Background: an optimization exercise with open tools, aiming at small area, a short achievable clock period and few clock cycles per item. Do not read the settings as production practice. RTL that was checked went through simulation tests only; none was proved equivalent to the original. Power and IR drop assume default switching activity.

// babe_cls
module babe_cls (
    input  wire        clk,
    input  wire        rst,
    input  wire        start,
    input  wire [7:0]  reg_w,        
    input  wire [7:0]  reg_h,        
    input  wire [15:0] maxgrad,
    output wire        busy,
    input  wire        pix_valid,
    input  wire [7:0]  pix_r,
    input  wire [7:0]  pix_g,
    input  wire [7:0]  pix_b,
    output wire        pix_ready,
    output reg  [1:0]  res_kind,     
    output reg  [7:0]  res_a1,
    output reg  [7:0]  res_a2,
    output reg  [2:0]  res_step,
    output wire [7:0]  avg_r,
    output wire [7:0]  avg_g,
    output wire [7:0]  avg_b
);
    reg        busy_r, rdy_r;
    reg        div;
    reg [2:0]  dcnt;
    reg [7:0]  wreg, hreg;
    reg [15:0] mg;
    reg [7:0]  col, row;
    reg        frst;          
    reg        v1, f1, ring1, last1;
    reg [7:0]  p1r, p1g, p1b;
    reg        v2, f2, ring2;
    reg [15:0] lx2, ly2;
    reg        v3, f3, ring3;
    reg [15:0] luma3;
    reg [15:0] rmin, rmax, imin, imax;
    reg        iempty;
    reg        edom;
    reg [23:0] sr, sg, sb;
    reg [15:0] npix;
    wire       take    = pix_valid & rdy_r;
    wire [7:0] wm1     = wreg - 8'd1;
    wire [7:0] hm1     = hreg - 8'd1;
    wire       col_end = (col == wm1);
    wire       row_end = (row == hm1);
    wire       on_ring = (col == 8'd0) || (row == 8'd0) || col_end || row_end;
    wire t1 = p1r[4] ^ p1r[2];
    wire t2 = p1r[4] & p1r[2];
  ...
clock: 11.0 ns
lec_check: 0
cap_margin: 20
core_margin: 2
core_utilization: 40
cts_cluster_diameter: 100
cts_cluster_size: 30
place_density: 0.6
slew_margin: 20
standard.sh (not shown) runs the stock make flow with config.mk's settings and CLKGATE_MAP_FILE= SYNTH_SCRIPT=/design/flow/synth_recipe.tcl, a recipe that flattens the netlist after the stock synthesis.
==> flow/flow/run.sh <==
#!/bin/bash
set -euo pipefail
bash standard.sh "BUFFER_PORTS_ARGS=-buffer_cell sky130_fd_sc_hd__buf_2" \
    "CTS_ARGS=-sink_clustering_enable -repair_clock_nets -sink_clustering_size 30 -sink_clustering_max_diameter 100 -sink_clustering_levels 1" \
    SETUP_SLACK_MARGIN=7.5 finish > std_flow.log 2>&1
The starting point finished with timing, DRC and antenna clean.
Testbench counts at the start, summed over its fixed seeds: cycles 80,123, regions 1,280.
Change:
==> flow/flow/run.sh (replaced) <==
#!/bin/bash
set -euo pipefail
bash standard.sh "BUFFER_PORTS_ARGS=-buffer_cell sky130_fd_sc_hd__buf_1" \
    SETUP_SLACK_MARGIN=7.5 finish > std_flow.log 2>&1
- CORE_UTILIZATION: 40 -> 50
- CTS_CLUSTER_SIZE: 30 -> 25
- GPL_TIMING_DRIVEN: unset -> 1
- PLACE_DENSITY: 0.6 -> 0.65
=>
- total power is lower by 5.7%
- sequential share of layout area is higher by 0.88 points
- routed wire length is lower by 3.2%
- design area is lower by 2.5%
- first-iteration DRC count is lower by 0.40%
- global-route usage is higher by 3.7 points
- clock skew hardly moves
- clock-buffer cell count is higher by 1
Change:
==> flow/flow/run.sh (replaced) <==
#!/bin/bash
set -euo pipefail
bash standard.sh "BUFFER_PORTS_ARGS=-buffer_cell sky130_fd_sc_hd__buf_2" \
    SETUP_SLACK_MARGIN=7.5 finish > std_flow.log 2>&1
- CORE_UTILIZATION: 50 -> 40
- CTS_CLUSTER_SIZE: 25 -> 30
- GPL_TIMING_DRIVEN: 1 -> unset
- PLACE_DENSITY: 0.65 -> 0.6
Result:
- core utilization drops by 9.6 points
- power climbs by 6.0%
- via count climbs by 1.0%
Change:
==> flow/flow/run.sh (replaced) <==
#!/bin/bash
set -euo pipefail
bash standard.sh "BUFFER_PORTS_ARGS=-buffer_cell sky130_fd_sc_hd__buf_1" \
    SETUP_SLACK_MARGIN=7.5 finish > std_flow.log 2>&1
- CORE_UTILIZATION: 40 -> 50
- PLACE_DENSITY: 0.6 -> 0.65
After rerunning:
- The new run finished with timing, DRC and antenna clean
- design area falls by 2.4%
- synthesized area is unchanged
- wire length is lower by 4.0%
- global-route usage increases by 3.6 points
Change:
==> flow/flow/run.sh (replaced) <==
#!/bin/bash
set -euo pipefail
bash standard.sh "BUFFER_PORTS_ARGS=-buffer_cell sky130_fd_sc_hd__buf_2" \
    SETUP_SLACK_MARGIN=7.6 finish > std_flow.log 2>&1
- CORE_UTILIZATION: 50 -> 40
- PLACE_DENSITY: 0.65 -> 0.6
=> Wire length came out higher by about 5%. Sequential share of layout area went down by 1.4 points. Final cell count went up by 7.6%.

* * *

== v36 ==
babe_cls, a different RTL version from the one above (not shown whole).
Size in the first run: ~2100 cells after synthesis, ~320 flip-flops, about 110 I/O pins.
==> flow/config.mk <==
export PLATFORM = sky130hd
export DESIGN_NAME = babe_cls
export DESIGN_NICKNAME = babe_cls
export VERILOG_FILES = /design/flow/design.v
export SDC_FILE = /design/flow/constraint.sdc
export NUM_CORES = 4
export LEC_CHECK = 0
export CAP_MARGIN = 20
export CORE_MARGIN = 2
export CORE_UTILIZATION = 50
export CTS_CLUSTER_DIAMETER = 100
export CTS_CLUSTER_SIZE = 25
export PLACE_DENSITY = 0.65
export SLEW_MARGIN = 20
==> flow/constraint.sdc <==
create_clock -name core_clock -period 11.0 [get_ports {clk}]
set_input_delay 2.2000 -clock core_clock [delete_from_list [all_inputs] [get_ports {clk}]]
set_output_delay 2.2000 -clock core_clock [all_outputs]
set_load 0.01 [all_outputs]
==> flow/flow/run.sh <==
#!/bin/bash
set -euo pipefail
bash standard.sh "BUFFER_PORTS_ARGS=-buffer_cell sky130_fd_sc_hd__buf_1" \
    SETUP_SLACK_MARGIN=7.6 finish > std_flow.log 2>&1
Testbench counts of v36, summed over its fixed seeds: cycles 80,123, regions 1,280.
The inputs of v9 differ from those of v36 as listed below.
==> flow/flow/run.sh <==
#!/bin/bash
set -euo pipefail
bash standard.sh "BUFFER_PORTS_ARGS=-buffer_cell sky130_fd_sc_hd__buf_1" \
    SETUP_SLACK_MARGIN=7.5 finish > std_flow.log 2>&1
[summary]
When v9 is measured against v36, its final critical-path setup slack turns out 0.0062 ns lower. Switching power shrinks slightly when moving from v36 to v9. Diff v36 -> v9: met3 wire length lost 180 um; area growth from synthesis to layout lost 0.96 points; met2 layer wire length in the routed design lost about 0.44%; overall via count from detail_route lost 92; final hold violation count neither gained nor lost much. On met2 routing resource usage after global routing, v36 and v9 are basically level. Number of inserted filler cells in the final layout of v9 is on par with v36.

* * *

RTL: one of the versions met above, not the one the previous note started from.
Size in the first run: roughly 2200 cells after synthesis, roughly 310 flip-flops, about 22000 um2 of cells after synthesis.
export LEC_CHECK = 0
export CAP_MARGIN = 20
export CORE_MARGIN = 2
export CORE_UTILIZATION = 40
export CTS_CLUSTER_DIAMETER = 100
export CTS_CLUSTER_SIZE = 30
export PLACE_DENSITY = 0.6
export SLEW_MARGIN = 20
create_clock -name core_clock -period 11.0 [get_ports {clk}]
==> flow/flow/run.sh <==
#!/bin/bash
set -euo pipefail
bash standard.sh "BUFFER_PORTS_ARGS=-buffer_cell sky130_fd_sc_hd__buf_1" \
    SETUP_SLACK_MARGIN=7.5 finish > std_flow.log 2>&1
The first run finished clean.
Testbench counts at the start, summed over its fixed seeds: cycles 80,123, regions 1,280.
==> next run, changes <==
--- a/flow/config.mk
+++ b/flow/config.mk
@@ -9,6 +9,6 @@
 export CORE_MARGIN = 2
-export CORE_UTILIZATION = 40
+export CORE_UTILIZATION = 50
 export CTS_CLUSTER_DIAMETER = 100
-export CTS_CLUSTER_SIZE = 30
-export PLACE_DENSITY = 0.6
+export CTS_CLUSTER_SIZE = 25
+export PLACE_DENSITY = 0.65
 export SLEW_MARGIN = 20
The changed run completed without violations.
Power decreases by a few percent.
Critical path depth is unchanged.
Clock power shrinks by about a fifth.
Hold slack hardly moves.
Design area drops by a few percent.
Routed wire length falls by a few percent.
Final cell count falls by a few percent.
Die area shrinks by about a fifth.
Core utilization increases by 9.7 points.
Worst setup slack is better by 0.016 ns.
==> next run, changes <==
==> flow/flow/run.sh (replaced) <==
#!/bin/bash
set -euo pipefail
bash standard.sh "BUFFER_PORTS_ARGS=-buffer_cell sky130_fd_sc_hd__buf_2" \
    SETUP_SLACK_MARGIN=7.5 finish > std_flow.log 2>&1
--- a/flow/config.mk
+++ b/flow/config.mk
@@ -9,6 +9,6 @@
 export CORE_MARGIN = 2
-export CORE_UTILIZATION = 50
+export CORE_UTILIZATION = 40
 export CTS_CLUSTER_DIAMETER = 100
-export CTS_CLUSTER_SIZE = 25
-export PLACE_DENSITY = 0.65
+export CTS_CLUSTER_SIZE = 40
+export PLACE_DENSITY = 0.6
 export SLEW_MARGIN = 20
=> Clock skew is about the same; synthesized cell count is unchanged; setup slack degrades by 0.025 ns; wire length came out higher by 3.1%; design area climbs by 2.5%; via count rose by 0.71%; sequential cell count is unchanged; maximum frequency decreases by 0.73%; sequential share of layout area shrinks by 0.88 points; total power goes up by 6.4%; hold slack is better by 0.0073 ns.
==> next run, changes <==
==> flow/flow/run.sh (replaced) <==
#!/bin/bash
set -euo pipefail
bash standard.sh "BUFFER_PORTS_ARGS=-buffer_cell sky130_fd_sc_hd__buf_1" \
    SETUP_SLACK_MARGIN=7.5 finish > std_flow.log 2>&1
--- a/flow/config.mk
+++ b/flow/config.mk
@@ -9,6 +9,6 @@
 export CORE_MARGIN = 2
-export CORE_UTILIZATION = 40
+export CORE_UTILIZATION = 60
 export CTS_CLUSTER_DIAMETER = 100
-export CTS_CLUSTER_SIZE = 40
-export PLACE_DENSITY = 0.6
+export CTS_CLUSTER_SIZE = 25
+export PLACE_DENSITY = 0.72
 export SLEW_MARGIN = 20
Result:
- The changed run finished with timing, DRC and antenna clean
- final area fell by a few percent
- die area fell by a quarter to a third
- total power fell by a little under a tenth
- global-route usage rose by 7.9 points
- final cell count fell by roughly a tenth
- combinational power rose slightly
- non-clock buffer count fell by 5
- area after synthesis stays the same
- via count fell slightly

* * *

Another version of the RTL of babe_cls (not shown whole).
Size: roughly 2100 cells after synthesis, roughly 310 flip-flops, roughly 110 I/O pins, about 22000 um2 of cells after synthesis.
Design babe_cls, start of the top module:
module babe_cls (
    input  wire        clk,
    input  wire        rst,
    input  wire        start,
    input  wire [7:0]  reg_w,        
    input  wire [7:0]  reg_h,        
    input  wire [15:0] maxgrad,
    output wire        busy,
    input  wire        pix_valid,
    input  wire [7:0]  pix_r,
    input  wire [7:0]  pix_g,
    input  wire [7:0]  pix_b,
    output wire        pix_ready,
    output reg  [1:0]  res_kind,     
    output reg  [7:0]  res_a1,
    output reg  [7:0]  res_a2,
    output reg  [2:0]  res_step,
    output wire [7:0]  avg_r,
    output wire [7:0]  avg_g,
    output wire [7:0]  avg_b
);
    reg        busy_r, rdy_r;
    reg        div;
    reg [2:0]  dcnt;
    reg [7:0]  wreg, hreg;
    reg [15:0] mg;
    reg [7:0]  col, row;
    reg        frst;          
    reg        v1;
    reg [7:0]  p1r, p1g, p1b;
    reg        v2, f2, ring2;
    reg [15:0] lx2, ly2;
    reg        v3, f3, ring3;
    reg [15:0] luma3;
    reg [15:0] rmin, rmax, imin, imax;
    reg        iempty;
    reg        edom;
    reg [23:0] sr, sg, sb;
    reg [15:0] npix;
    wire [7:0] wm1    = wreg - 8'd1;
    wire [7:0] hm1    = hreg - 8'd1;
    wire col_end = (col == wm1);
    wire row_end = (row == hm1);
    wire first   = frst;
    wire on_ring = (col == 8'd0) || (row == 8'd0) || col_end || row_end;
    wire t1 = p1r[4] ^ p1r[2];
    wire t2 = p1r[4] & p1r[2];
    wire t3 = p1r[5] ^ p1r[3] ^ p1r[2];
    wire t4 = (p1r[5] & p1r[3]) | (p1r[5] & p1r[2]) | (p1r[3] & p1r[2]);
    wire t5 = p1r[6] ^ p1r[4] ^ p1r[3];
  ...
clock: 11.0 ns
lec_check: 0
cap_margin: 20
core_margin: 2
core_utilization: 40
cts_cluster_diameter: 100
cts_cluster_size: 40
place_density: 0.6
slew_margin: 20
==> flow/flow/run.sh <==
#!/bin/bash
set -euo pipefail
bash standard.sh "BUFFER_PORTS_ARGS=-buffer_cell sky130_fd_sc_hd__buf_2" \
    "CTS_ARGS=-sink_clustering_enable -repair_clock_nets -sink_clustering_size 40 -sink_clustering_max_diameter 100 -distance_between_buffers 1000 -branching_point_buffers_distance 1000" \
    SETUP_SLACK_MARGIN=7.5 finish > std_flow.log 2>&1
Testbench counts at the start, summed over its fixed seeds: cycles 80,123, regions 1,280.
Edit:
==> flow/flow/run.sh (replaced) <==
#!/bin/bash
set -euo pipefail
bash standard.sh "BUFFER_PORTS_ARGS=-buffer_cell sky130_fd_sc_hd__buf_2" \
    SETUP_SLACK_MARGIN=7.2 finish > std_flow.log 2>&1
Die area does not change.
Sequential share of layout area came out higher by 0.21 points.
Flip-flop and latch count stays the same.
Count of clock-buffer cells in the layout stays the same.
Edit:
==> flow/flow/run.sh (replaced) <==
#!/bin/bash
set -euo pipefail
bash standard.sh "BUFFER_PORTS_ARGS=-buffer_cell sky130_fd_sc_hd__buf_2" \
    SETUP_SLACK_MARGIN=7.5 finish > std_flow.log 2>&1
Sequential power is about the same.
Total power stays flat.
Via count came out higher by 0.51%.
Non-clock buffer count grows by 12.
Synthesized area does not change.
Final cell count goes up by 0.41%.
Utilization increases by 0.28 points.
Clock skew barely changes.
Setup slack gets better by 0.19 ns.
Routed wire length increases by 0.82%.

* * *

babe_cls, a different RTL version from the one above (not shown whole).
Size in the first run: roughly 2,200 cells after synthesis, ~320 flip-flops, roughly 110 I/O pins, roughly 23,000 µm² of cells after synthesis.
clock: 11.0 ns
lec_check: 0
cap_margin: 20
core_margin: 2
core_utilization: 40
place_density: 0.6
slew_margin: 20
==> flow/flow/run.sh <==
#!/bin/bash
set -euo pipefail
bash standard.sh SETUP_SLACK_MARGIN=8.0 finish > std_flow.log 2>&1
Testbench counts at the start, summed over its fixed seeds: cycles 80,123, regions 1,280.
Next try:
==> flow/flow/run.sh (replaced) <==
#!/bin/bash
set -euo pipefail
bash standard.sh SETUP_SLACK_MARGIN=8.4 finish > std_flow.log 2>&1
Effect: Clock power hardly moves. Hold slack loses 16 ps. Sequential cell count stays the same. First-iteration DRC count goes down by about 9%. Power goes up by about 1.9%. Core utilization went up by 3.3 points. Cell area rose by about 7%. Via count is higher by about 4%. Sequential share of layout area shrinks by 1.9 points. Die area is unchanged.
Next try:
==> flow/flow/run.sh (replaced) <==
#!/bin/bash
set -euo pipefail
bash standard.sh SETUP_SLACK_MARGIN=7.5 finish > std_flow.log 2>&1
Effect: The new run finished with timing, DRC and antenna clean. Combinational power fell by about 10%. Maximum frequency fell by about 1.2%. Global-route usage fell by 1.7 points.
Next try:
==> flow/run.sh (new file) <==
#!/bin/bash
# synth_recipe.tcl (not shown) runs the flow's synth.tcl, then flattens the netlist and writes it again
# the make line also repeats each setting of config.mk as NAME=value (left out here)
make -C /OpenROAD-flow-scripts/flow DESIGN_CONFIG=/design/flow/config.mk WORK_HOME=/design/flow/orfs CLKGATE_MAP_FILE= SYNTH_SCRIPT=/design/flow/synth_recipe.tcl finish
removed: flow/flow/run.sh
removed: flow/standard.sh
Final area drops slightly.
Area after synthesis stays the same.
Wire length goes down by a few percent.
Count of clock-buffer cells in the layout drops by 6.
Power shrinks by a few percent.
Critical path depth is unchanged.
Global-route usage drops by 0.18 points.
Non-clock buffer count decreases by 39.
Sequential power stays flat.
Synthesized cell count stays the same.
First-iteration DRC count rises slightly.

* * *

babe_cls, a different RTL version from the one above (not shown whole).
Size: ~2200 cells after synthesis, about 320 flip-flops, ~110 I/O pins, roughly 23000 sq um of cells after synthesis.
export LEC_CHECK = 0
export CAP_MARGIN = 20
export CORE_MARGIN = 2
export CORE_UTILIZATION = 40
export PLACE_DENSITY = 0.6
export SLEW_MARGIN = 20
create_clock -name core_clock -period 11.0 [get_ports {clk}]
==> flow/flow/run.sh <==
#!/bin/bash
set -euo pipefail
bash standard.sh SETUP_SLACK_MARGIN=7.5 finish > std_flow.log 2>&1
The first run produced a clean layout.
Rerun with:
Settings changed: CTS_CLUSTER_DIAMETER set to 100, CTS_CLUSTER_SIZE set to 40.
=>
- The new run finished clean
- clock skew rises by 0.0053 ns
- final area decreases by 2.5%
- first-iteration DRC count grows by 13%
- power fell by 14%
No functional check of the RTL was part of any run of this note.

static timing again, ports no longer ideal:
How much do the figures lean on ideal ports? The routed layouts below were timed once more, with nothing changed but the port constraints. Step 1 assumes that a clkbuf_16 drives the clock port and a buf_2 every other input. Step 2 also shifts input and output timing later by t, the mid clock arrival at the registers, as if the neighbouring blocks saw the same clock. Three values: ideal ports, drivers, drivers and shift; two values: the first two.
run | t, ns | setup WS [ns] | worst hold slack (ns) | cell pins on the clock port's net
the first run of note 1 | 0.619 | 7.551 / 7.491 / 7.431 | 0.340 / 0.340 / 0.340 | 1
the second run of note 1 | 0.601 | 7.587 / 7.529 / 7.432 | 0.337 / 0.337 / 0.337 | 1
the third run of note 1 | 0.619 | 7.551 / 7.491 / 7.431 | 0.340 / 0.340 / 0.340 | 1
the fourth run of note 1 | 0.587 | 7.575 / 7.523 / 7.445 | 0.340 / 0.340 / 0.340 | 1
the fifth run of note 1 | 0.618 | 7.569 / 7.510 / 7.432 | 0.340 / 0.340 / 0.340 | 1
v36 | 0.583 | 7.545 / 7.491 / 7.591 | 0.350 / 0.350 / 0.350 | 1
v9 | 0.581 | 7.539 / 7.485 / 7.582 | 0.350 / 0.350 / 0.350 | 1
the first run of note 3 | 0.605 | 7.571 / 7.515 / 7.359 | 0.336 / 0.336 / 0.336 | 1
the second run of note 3 | 0.601 | 7.587 / 7.529 / 7.432 | 0.337 / 0.337 / 0.337 | 1
the third run of note 3 | 0.617 | 7.562 / 7.502 / 7.437 | 0.345 / 0.345 / 0.345 | 1
the fourth run of note 3 | 0.576 | 7.555 / 7.544 / 7.476 | 0.339 / 0.339 / 0.339 | 1
the first run of note 4 | 0.597 | 7.544 / 7.488 / 7.602 | 0.376 / 0.376 / 0.376 | 1
the second run of note 4 | 0.599 | 7.353 / 7.297 / 7.358 | 0.376 / 0.376 / 0.376 | 1
the third run of note 4 | 0.597 | 7.544 / 7.488 / 7.602 | 0.376 / 0.376 / 0.376 | 1
the first run of note 5 | 0.615 | 7.544 / 7.494 / 7.452 | 0.369 / 0.369 / 0.369 | 1
the second run of note 5 | 0.621 | 7.574 / 7.512 / 7.643 | 0.353 / 0.353 / 0.353 | 1
the third run of note 5 | 0.609 | 7.533 / 7.482 / 7.516 | 0.361 / 0.361 / 0.361 | 1
the fourth run of note 5 | 0.605 | 6.945 / 6.892 / 7.301 | 0.363 / 0.363 / 0.363 | 1
the first run of note 6 | 0.620 | 7.526 / 7.471 / 7.477 | 0.363 / 0.363 / 0.363 | 1
the second run of note 6 | 0.599 | 7.521 / 7.468 / 7.491 | 0.370 / 0.370 / 0.370 | 1
After both steps every run listed still meets setup and hold. For the first run of note 3, which loses most, drivers alone change the setup slack by -0.056 ns; drivers and shift together by -0.212 ns.
